From an optimization exercise on the open Yosys and OpenROAD flow, aimed at small area, a short achievable clock period and few clock cycles per item; shortcuts taken in it are not production practice. In this exercise RTL edits were held to simulation tests only and were not proved equivalent to the original. Power is estimated from default activity; no workload was simulated.

==> build 12 <==
==> flow/design.v <==
module fwi_arith (
    input  wire         clk,
    input  wire         rst,       
    input  wire         start,
    input  wire [2:0]   op,
    input  wire [247:0] a,
    input  wire [247:0] b,
    output wire         ready,
    output reg          done,
    output reg  [247:0] result,
    output reg          eq,
    output reg          lt
);
    localparam W = 248;
    localparam S_FIRST = 2'd0;
    localparam S_MSTEP = 2'd1;
    localparam S_ALIGN = 2'd2;
    localparam S_DSTEP = 2'd3;
    reg           busy;
    reg  [1:0]    st;
    reg           o_as, o_mul, o_div, o_cmp;    
    reg           cin;       
    reg  [W:0]    X;         
    reg  [W+3:0]  Y;         
    reg  [7:0]    cnt;       
    assign ready = ~busy;
    wire [63:0]   nzx, nzy;
    genvar gi;
    generate
        for (gi = 0; gi < 64; gi = gi + 1) begin : g_nz
            if (gi < 62) begin : g_x
                assign nzx[gi] = |X[4*gi+3:4*gi];
            end else begin : g_x62
                assign nzx[gi] = 1'b0;
            end
            if (gi < 63) begin : g_y
                assign nzy[gi] = |Y[4*gi+3:4*gi];
            end else begin : g_y63
                assign nzy[gi] = 1'b0;
            end
        end
    endgenerate
    reg  [63:0]   sfx;    
    integer       k;
    always @* begin
        sfx[63] = nzx[63];
        for (k = 62; k >= 0; k = k - 1)
            sfx[k] = sfx[k+1] | nzx[k];
    end
    reg           fits_r, fits8_r;
    wire [63:0]   nzy_nx = ((st == S_ALIGN) & fits8_r) ? {nzy[55:0], 8'd0}
                                                       : {nzy[62:0], 1'd0};
    wire          fits_nx  = ~|(nzy_nx & ~sfx);
    wire          fits8_nx = ~|(nzy_nx[55:0] & ~sfx[63:8]) & ~|nzy_nx[63:56];
    wire [30:0]   nza, nzb;
    wire [30:0]   fit_in;
    generate
        for (gi = 0; gi < 31; gi = gi + 1) begin : g_in
            assign nza[gi] = |a[8*gi+7:8*gi];
            assign nzb[gi] = |b[8*gi+7:8*gi];
            assign fit_in[gi] = ~nzb[gi] | (|nza[30:gi]);
        end
    endgenerate
    wire          fits_in = &fit_in;
    wire          d_lo = ~|Y[W+3:W];
    wire          mstep = (st == S_MSTEP);
    reg           s_one, s_two, s_inv;
    wire [W:0]    pp  = (({(W+1){s_one}} & Y[W:0]) | ({(W+1){s_two}} & {Y[W-1:0], 1'b0}))
                        ^ {(W+1){s_inv}};
    wire [W:0]    ap  = X ^ pp;
    wire [W:0]    ag  = X & pp;
    wire          aci = s_inv;
    reg  [255:0]  G, P;
    integer       i, l;
    always @* begin
        G = 256'd0;
        P = 256'd0;
        G[W:0] = ag;
        P[W:0] = ap;
        G[0] = ag[0] | (ap[0] & aci);
        for (l = 1; l < 256; l = l * 2)
            for (i = 0; i < 256; i = i + 1)
                if (((i / l) % 2) == 1) begin
                    G[i] = G[i] | (P[i] & G[(i / l) * l - 1]);
                    P[i] = P[i] & P[(i / l) * l - 1];
                end
    end
    wire [W:0]    sum  = ap ^ {G[W-1:0], aci};
    wire          neg  = sum[W];                  
    wire          x_eq = &ap[W-1:0];              
    wire          b_zero = ~|Y[W-1:0];
    wire          mul_next = ~rst & busy &
                             (((st == S_FIRST) & o_mul) | (mstep & |result[W-1:1]));
    wire [1:0]    nr  = (st == S_FIRST) ? (fits_r ? Y[1:0] : X[1:0]) : result[3:2];
    wire          ncp = (st == S_FIRST) ? 1'b0 : result[1];
    wire          cin_next = rst ? cin :
                             ~busy ? (start ? ((op != 3'd0) & (op != 3'd2)) : cin) :
                             ((st == S_DSTEP) & d_lo) ? ~neg : cin;
    always @(posedge clk) begin
        if (mul_next) begin
            s_one <= nr[0] ^ ncp;
            s_two <= (nr[1] & ~nr[0] & ~ncp) | (~nr[1] & nr[0] & ncp);
            s_inv <= nr[1];
        end else begin
            s_one <= 1'b1;
            s_two <= 1'b0;
            s_inv <= cin_next;
        end
    end
    always @(posedge clk) begin
        if (rst) begin
            busy <= 1'b0;
            done <= 1'b0;
        end else begin
            done <= 1'b0;
            if (!busy) begin
                if (start) begin
                    busy  <= 1'b1;
                    st    <= S_FIRST;
                    o_as  <= (op == 3'd0) | (op == 3'd1);
                    o_mul <= (op == 3'd2);
                    o_div <= (op == 3'd3);
                    o_cmp <= (op != 3'd0) & (op != 3'd1) & (op != 3'd2) & (op != 3'd3);
                    cin   <= (op != 3'd0) & (op != 3'd2);
                    X     <= {1'b0, a};
                    Y     <= {4'h0, b};
                    fits_r  <= fits_in;
                    fits8_r <= 1'b0;
                end
            end else begin
                case (st)
                    S_FIRST: begin
                        if (o_as) begin
                            result <= sum[W-1:0];
                            busy   <= 1'b0;
                            done   <= 1'b1;
                        end else if (o_cmp) begin
                            eq   <= x_eq;
                            lt   <= neg;
                            busy <= 1'b0;
                            done <= 1'b1;
                        end else if (o_mul) begin
                            if (fits_r) begin
                                result <= Y[W-1:0];
                                Y      <= {4'h0, X[W-1:0]};
                            end else begin
                                result <= X[W-1:0];
                            end
                            X     <= {(W+1){1'b0}};
                            st    <= S_MSTEP;
                        end else begin  
                            result  <= {W{1'b0}};
                            Y       <= {Y[W-1:0], 4'h0};
                            fits_r  <= fits_nx;
                            fits8_r <= fits8_nx;
                            cnt    <= 8'd4;
                            st     <= S_ALIGN;
                            if (b_zero | neg) begin
                                busy <= 1'b0;
                                done <= 1'b1;
                            end
                        end
                    end
                    S_MSTEP: begin
                        Y     <= {Y[W+1:0], 2'd0};
                        if (~|result[W-1:1]) begin
                            result <= sum[W-1:0];
                            busy   <= 1'b0;
                            done   <= 1'b1;
                        end else begin
                            result <= {2'd0, result[W-1:2]};
                            X      <= {1'b0, sum[W-1:0]};
                        end
                    end
                    S_ALIGN: begin
                        fits_r  <= fits_nx;
                        fits8_r <= fits8_nx;
                        if (fits8_r) begin
                            Y   <= {Y[W-29:0], 32'd0};
                            cnt <= cnt + 8'd32;
                        end else if (fits_r) begin
                            Y   <= {Y[W-1:0], 4'd0};
                            cnt <= cnt + 8'd4;
                        end else begin
                            Y   <= {1'b0, Y[W+3:1]};
                            cnt <= cnt - 8'd1;
                            st  <= S_DSTEP;
                        end
                    end
                    default: begin  
                        if (d_lo) begin
                            X   <= sum;
                            cin <= ~neg;
                        end
                        result <= {result[W-2:0], d_lo & ~neg};
                        Y      <= {1'b0, Y[W+3:1]};
                        cnt    <= cnt - 8'd1;
                        if (cnt == 8'd0) begin
                            busy <= 1'b0;
                            done <= 1'b1;
                        end
                    end
                endcase
            end
        end
    end
endmodule
==> flow/run.sh <==
#!/bin/bash
# synth_recipe.tcl (not shown) runs the flow's synth.tcl, then flattens the netlist and writes it again
# the make line also repeats each setting of config.mk as NAME=value (left out here)
make -C /OpenROAD-flow-scripts/flow DESIGN_CONFIG=/design/flow/config.mk WORK_HOME=/design/flow/orfs CLKGATE_MAP_FILE= SYNTH_SCRIPT=/design/flow/synth_recipe.tcl finish
==> flow/config.mk <==
export PLATFORM = sky130hd
export DESIGN_NAME = fwi_arith
export DESIGN_NICKNAME = fwi_arith
export VERILOG_FILES = /design/flow/design.v
export SDC_FILE = /design/flow/constraint.sdc
export NUM_CORES = 4
export LEC_CHECK = 0
export CAP_MARGIN = 20
export CORE_MARGIN = 2
export CORE_UTILIZATION = 50
export PLACE_DENSITY = 0.65
export SETUP_SLACK_MARGIN = 5
export SLEW_MARGIN = 20
==> flow/constraint.sdc <==
create_clock -name core_clock -period 10.0 [get_ports {clk}]
set_input_delay 2.0000 -clock core_clock [delete_from_list [all_inputs] [get_ports {clk}]]
set_output_delay 2.0000 -clock core_clock [all_outputs]
set_load 0.01 [all_outputs]
==> inputs of build 39, as changes to build 12 <==
--- a/flow/design.v
+++ b/flow/design.v
@@ -22,46 +22,29 @@
     reg           cin;       
     reg  [W:0]    X;         
-    reg  [W+3:0]  Y;         
+    reg  [W+7:0]  Y;         
     reg  [7:0]    cnt;       
     assign ready = ~busy;
-    wire [63:0]   nzx, nzy;
+    wire [31:0]   nzx, nzy;
     genvar gi;
     generate
-        for (gi = 0; gi < 64; gi = gi + 1) begin : g_nz
-            if (gi < 62) begin : g_x
-                assign nzx[gi] = |X[4*gi+3:4*gi];
-            end else begin : g_x62
+        for (gi = 0; gi < 32; gi = gi + 1) begin : g_nz
+            if (gi < 31) begin : g_x
+                assign nzx[gi] = |X[8*gi+7:8*gi];
+            end else begin : g_x31
                 assign nzx[gi] = 1'b0;
             end
-            if (gi < 63) begin : g_y
-                assign nzy[gi] = |Y[4*gi+3:4*gi];
-            end else begin : g_y63
-                assign nzy[gi] = 1'b0;
-            end
+            assign nzy[gi] = |Y[8*gi+7:8*gi];
         end
     endgenerate
-    reg  [63:0]   sfx;    
+    reg  [31:0]   sfx;    
     integer       k;
     always @* begin
-        sfx[63] = nzx[63];
-        for (k = 62; k >= 0; k = k - 1)
+        sfx[31] = nzx[31];
+        for (k = 30; k >= 0; k = k - 1)
             sfx[k] = sfx[k+1] | nzx[k];
     end
-    reg           fits_r, fits8_r;
-    wire [63:0]   nzy_nx = ((st == S_ALIGN) & fits8_r) ? {nzy[55:0], 8'd0}
-                                                       : {nzy[62:0], 1'd0};
-    wire          fits_nx  = ~|(nzy_nx & ~sfx);
-    wire          fits8_nx = ~|(nzy_nx[55:0] & ~sfx[63:8]) & ~|nzy_nx[63:56];
-    wire [30:0]   nza, nzb;
-    wire [30:0]   fit_in;
-    generate
-        for (gi = 0; gi < 31; gi = gi + 1) begin : g_in
-            assign nza[gi] = |a[8*gi+7:8*gi];
-            assign nzb[gi] = |b[8*gi+7:8*gi];
-            assign fit_in[gi] = ~nzb[gi] | (|nza[30:gi]);
-        end
-    endgenerate
-    wire          fits_in = &fit_in;
-    wire          d_lo = ~|Y[W+3:W];
+    wire          y_fits  = ~|(nzy & ~sfx);
+    wire          y_fits4 = ~|(nzy[27:0] & ~sfx[31:4]) & ~|nzy[31:28];
+    wire          d_lo = ~|Y[W+7:W];
     wire          mstep = (st == S_MSTEP);
     reg           s_one, s_two, s_inv;
@@ -92,5 +75,5 @@
     wire          mul_next = ~rst & busy &
                              (((st == S_FIRST) & o_mul) | (mstep & |result[W-1:1]));
-    wire [1:0]    nr  = (st == S_FIRST) ? (fits_r ? Y[1:0] : X[1:0]) : result[3:2];
+    wire [1:0]    nr  = (st == S_FIRST) ? (y_fits ? Y[1:0] : X[1:0]) : result[3:2];
     wire          ncp = (st == S_FIRST) ? 1'b0 : result[1];
     wire          cin_next = rst ? cin :
@@ -124,7 +107,5 @@
                     cin   <= (op != 3'd0) & (op != 3'd2);
                     X     <= {1'b0, a};
-                    Y     <= {4'h0, b};
-                    fits_r  <= fits_in;
-                    fits8_r <= 1'b0;
+                    Y     <= {8'h00, b};
                 end
             end else begin
@@ -141,7 +122,7 @@
                             done <= 1'b1;
                         end else if (o_mul) begin
-                            if (fits_r) begin
+                            if (y_fits) begin
                                 result <= Y[W-1:0];
-                                Y      <= {4'h0, X[W-1:0]};
+                                Y      <= {8'h00, X[W-1:0]};
                             end else begin
                                 result <= X[W-1:0];
@@ -150,9 +131,7 @@
                             st    <= S_MSTEP;
                         end else begin  
-                            result  <= {W{1'b0}};
-                            Y       <= {Y[W-1:0], 4'h0};
-                            fits_r  <= fits_nx;
-                            fits8_r <= fits8_nx;
-                            cnt    <= 8'd4;
+                            result <= {W{1'b0}};
+                            Y      <= {Y[W-1:0], 8'h00};
+                            cnt    <= 8'd8;
                             st     <= S_ALIGN;
                             if (b_zero | neg) begin
@@ -163,5 +142,5 @@
                     end
                     S_MSTEP: begin
-                        Y     <= {Y[W+1:0], 2'd0};
+                        Y     <= {Y[W+5:0], 2'd0};
                         if (~|result[W-1:1]) begin
                             result <= sum[W-1:0];
@@ -174,14 +153,12 @@
                     end
                     S_ALIGN: begin
-                        fits_r  <= fits_nx;
-                        fits8_r <= fits8_nx;
-                        if (fits8_r) begin
-                            Y   <= {Y[W-29:0], 32'd0};
+                        if (y_fits4) begin
+                            Y   <= {Y[W-25:0], 32'd0};
                             cnt <= cnt + 8'd32;
-                        end else if (fits_r) begin
-                            Y   <= {Y[W-1:0], 4'd0};
-                            cnt <= cnt + 8'd4;
+                        end else if (y_fits) begin
+                            Y   <= {Y[W-1:0], 8'd0};
+                            cnt <= cnt + 8'd8;
                         end else begin
-                            Y   <= {1'b0, Y[W+3:1]};
+                            Y   <= {1'b0, Y[W+7:1]};
                             cnt <= cnt - 8'd1;
                             st  <= S_DSTEP;
@@ -194,5 +171,5 @@
                         end
                         result <= {result[W-2:0], d_lo & ~neg};
-                        Y      <= {1'b0, Y[W+3:1]};
+                        Y      <= {1'b0, Y[W+7:1]};
                         cnt    <= cnt - 8'd1;
                         if (cnt == 8'd0) begin
Settings changed: CORE_UTILIZATION 50 to 25, PLACE_DENSITY 0.65 to 0.35.
==> notes <==
Between build 39 and build 12, the lower design area is in build 12 (gap 12%, measured against build 12). Between build 12 and build 39, the lower worst setup slack is in build 12 (gap 0.16 ns). In build 39 the sequential power is larger than in build 12, by about 24%. In build 39 the sequential share of layout area is lower than in build 12, by 3.0 points. Of build 39 and build 12, build 39 has the higher via count (gap 2.9%, measured against build 12). Against build 39, the first-iteration DRC count of build 12 is higher by about 50%.
Testbench counts of build 12, summed over its fixed seeds: cycles 36,290, items 1,920.
Testbench counts of build 39, summed over its fixed seeds: cycles 36,575, items 1,920.

==> port drivers added, routing unchanged <==
No port has a modelled driver above. Below, the same layouts with a new extraction and two added sets of constraints. Step 1, drivers: a clkbuf_16 drives clk and a buf_2 each remaining input, both assumed. Step 2 adds t to the input delays and takes it off the output delays; t is the mean of the earliest and latest rising clock arrival at the registers after step 1. Input paths then give back, and output paths get back, about the clock's delay inside the block. a / b / c = ideal ports / drivers / drivers and shift; a / b = the first two.
run | shift t [ns] | setup slack, ns | clock arrival spread, ns | slew at the worst register clock pin (ns)
build 12 | 0.821 | 4.637 / 4.707 / 3.886 | 0.040 / 0.039 | 0.07 / 0.07
build 39 | 0.878 | 4.795 / 4.795 / 4.646 | 0.045 / 0.044 | 0.07 / 0.07
After both steps every run listed still meets setup and hold. The setup slack of build 12, which loses most, moves by +0.070 ns with the drivers and by -0.751 ns with both steps.
